Background: an optimization exercise with open tools, aiming at small area. Do not read the settings as production practice. At most, simulation tests tie the RTL to the original design; equivalence was not proved. Power and IR drop assume default switching activity.

Setup of main:
// juu_core
module juu_core (
    input  wire        clk,
    input  wire        rst,         
    input  wire        run,         
    output wire [12:0] cs_addr,
    input  wire [39:0] cw,
    output wire [15:0] mem_addr,
    input  wire [15:0] mem_rdata,
    output wire        mem_we,
    output wire [15:0] bus_value,   
    output wire        halted,
    output wire [1:0]  fault,       
    input  wire [3:0]  dbg_sel,
    output reg  [15:0] dbg_data
);
Size: ~1500 cells after synthesis, about 270 flip-flops, roughly 130 I/O pins.
make LEC_CHECK=0 ABC_AREA=1 CAP_MARGIN=20 CORE_MARGIN=2 CORE_UTILIZATION=40 GPL_TIMING_DRIVEN=0 PLACE_DENSITY=0.6 SLEW_MARGIN=20 finish   # period 8.5 ns
run.sh (not shown) runs the stock make flow with config.mk's settings and CLKGATE_MAP_FILE= SYNTH_SCRIPT=/design/flow/synth_recipe.tcl, a recipe that flattens the netlist after the stock synthesis.
Input changes introduced in the feature branch (baseline for comparison: main):
- a deleted GPL_TIMING_DRIVEN that had been 0
- a deleted ABC_AREA that had been 1
Notes after the runs:
- The feature branch vs main, share of total power in combinational logic went up by 1.9 points.
- Measured against each other, main and the feature branch differ in final standard cell area without fillers, the higher figure coming from main.
- Of main and the feature branch, the lower die outline height belongs to the feature branch.
- XOR/XNOR share of the synthesized area: the feature branch higher than main
- In the reports for main and the feature branch, the smaller initial standard-cell utilization of the core belongs to the feature branch.
- Of main and the feature branch, the run reporting the higher post-placement cell count was main.
- On summed instance area of the synthesized netlist: between main and the feature branch, it ends up higher for main.
- The power of the feature branch and that of main are within noise of each other.
- The final critical-path required period of the feature branch was superior to that of main.
Function was not checked in any run of this note: the RTL went through the layout flow alone.

---

run B:
juu_core, a different RTL version from the one above (not shown whole).
Size: ~1400 cells after synthesis, about 130 I/O pins, about 12000 µm² of cells after synthesis.
==> flow/design.v (excerpt) <==
module juu_core (
    input  wire        clk,
    input  wire        rst,         
    input  wire        run,         
    output wire [12:0] cs_addr,
    input  wire [39:0] cw,
    output wire [15:0] mem_addr,
    input  wire [15:0] mem_rdata,
    output wire        mem_we,
    output wire [15:0] bus_value,   
    output wire        halted,
    output wire [1:0]  fault,       
    input  wire [3:0]  dbg_sel,
    output reg  [15:0] dbg_data
);
clock: 8.5 ns
lec_check: 0
cap_margin: 0
core_margin: 2
core_utilization: 40
place_density: 0.95
slew_margin: 0
standard.sh (not shown) runs the stock make flow with config.mk's settings and CLKGATE_MAP_FILE= SYNTH_SCRIPT=/design/flow/synth_recipe.tcl, a recipe that flattens the netlist after the stock synthesis.
==> flow/flow/run.sh <==
#!/bin/bash
# Own layout flow: the standard ORFS flow (standard.sh) with
#  - the standard synthesis script (synth_recipe.tcl), except that ABC maps the
#    combinational logic with flow/area.abc and no adder cells are extracted
#    (registers are mapped by dfflibmap before ABC runs, so they are exactly
#    the standard synthesis's);
#  - port buffers of the smallest buffer cell;
#  - a clock tree of small clock buffers without dummy loads;
#  - no timing-driven global placement.
# Each tool's output goes to a log file in this folder.
set -euo pipefail
W=$(pwd)
CTS="-sink_clustering_enable -repair_clock_nets -dont_use_dummy_load -buf_list sky130_fd_sc_hd__clkbuf_4 -sink_clustering_size 10 -sink_clustering_max_diameter 40"
{
  head -n 1 synth_recipe.tcl
  cat <<EOF
proc abc {args} {
  set i [lsearch -exact \$args -script]
  if {\$i >= 0} { set args [lreplace \$args \$i [expr {\$i + 1}] -script $W/flow/area.abc] }
  puts "abc with own script: \$args"
  yosys abc {*}\$args
}
EOF
  tail -n +2 synth_recipe.tcl
} > own_synth.tcl
bash standard.sh \
  SYNTH_SCRIPT=$W/own_synth.tcl \
  ABC_AREA=1 \
  ADDER_MAP_FILE= \
  GPL_TIMING_DRIVEN=0 \
  "BUFFER_PORTS_ARGS=-buffer_cell sky130_fd_sc_hd__buf_1" \
  "CTS_ARGS=$CTS" \
  finish > flow.log 2>&1
==> flow/flow/area.abc <==
strash
&get -n
&st
&dch -f
&nf -a -R 1000
&put
Run B completed end to end; final checks failed (capacitance limit, slew limit).
The inputs of run D differ from those of run B as listed below.
Settings: a change of CAP_MARGIN from 0 to 10; a change of SLEW_MARGIN from 0 to 10; a change of PLACE_DENSITY from 0.95 to 0.85.
Results
Run D went all the way through the flow, and no timing, DRC or antenna check failed. Run D vs run B — first-pass GRT wire length dropped 0.70%. Per the comparison of run D with run B, layout overhead on the synthesized area went up 0.78 points, via count went down about 0.33%. Between run D and run B, the total power draw does not differ in any meaningful way. Sequential cell area share: run D vs run B down 0.27 points. Final wirelength shrinks slightly when moving from run B to run D.

port drivers added, routing unchanged:
The results above use ideal ports. As a check the final layouts listed here were re-extracted and re-timed, cells and wires unchanged. Step 1: set_driving_cell puts a clkbuf_16 on clk and a buf_2 on each other input, an assumption about the parent block. Step 2 adds t to the input delays and takes it off the output delays; t is the mean of the earliest and latest rising clock arrival at the registers after step 1. Input paths then give back, and output paths get back, about the clock's delay inside the block. a / b / c = ideal ports / drivers / drivers and shift; a / b = the first two.
run	shift t [ns]	setup WS [ns]	clock arrival spread, ns	worst slew at a driven data input, ns	cell pins on the clock port's net
main	0.622	0.322 / 0.295 / 0.295	0.028 / 0.028	0.05	1
the feature branch	0.595	0.402 / 0.376 / 0.376	0.013 / 0.013	0.06	1
run B	0.721	0.295 / 0.262 / 0.262	0.126 / 0.127	0.11	1
run D	0.686	0.324 / 0.293 / 0.293	0.097 / 0.097	0.10	1
The setup slack of run B, which loses most, moves by -0.033 ns with the drivers and by -0.033 ns with both steps.
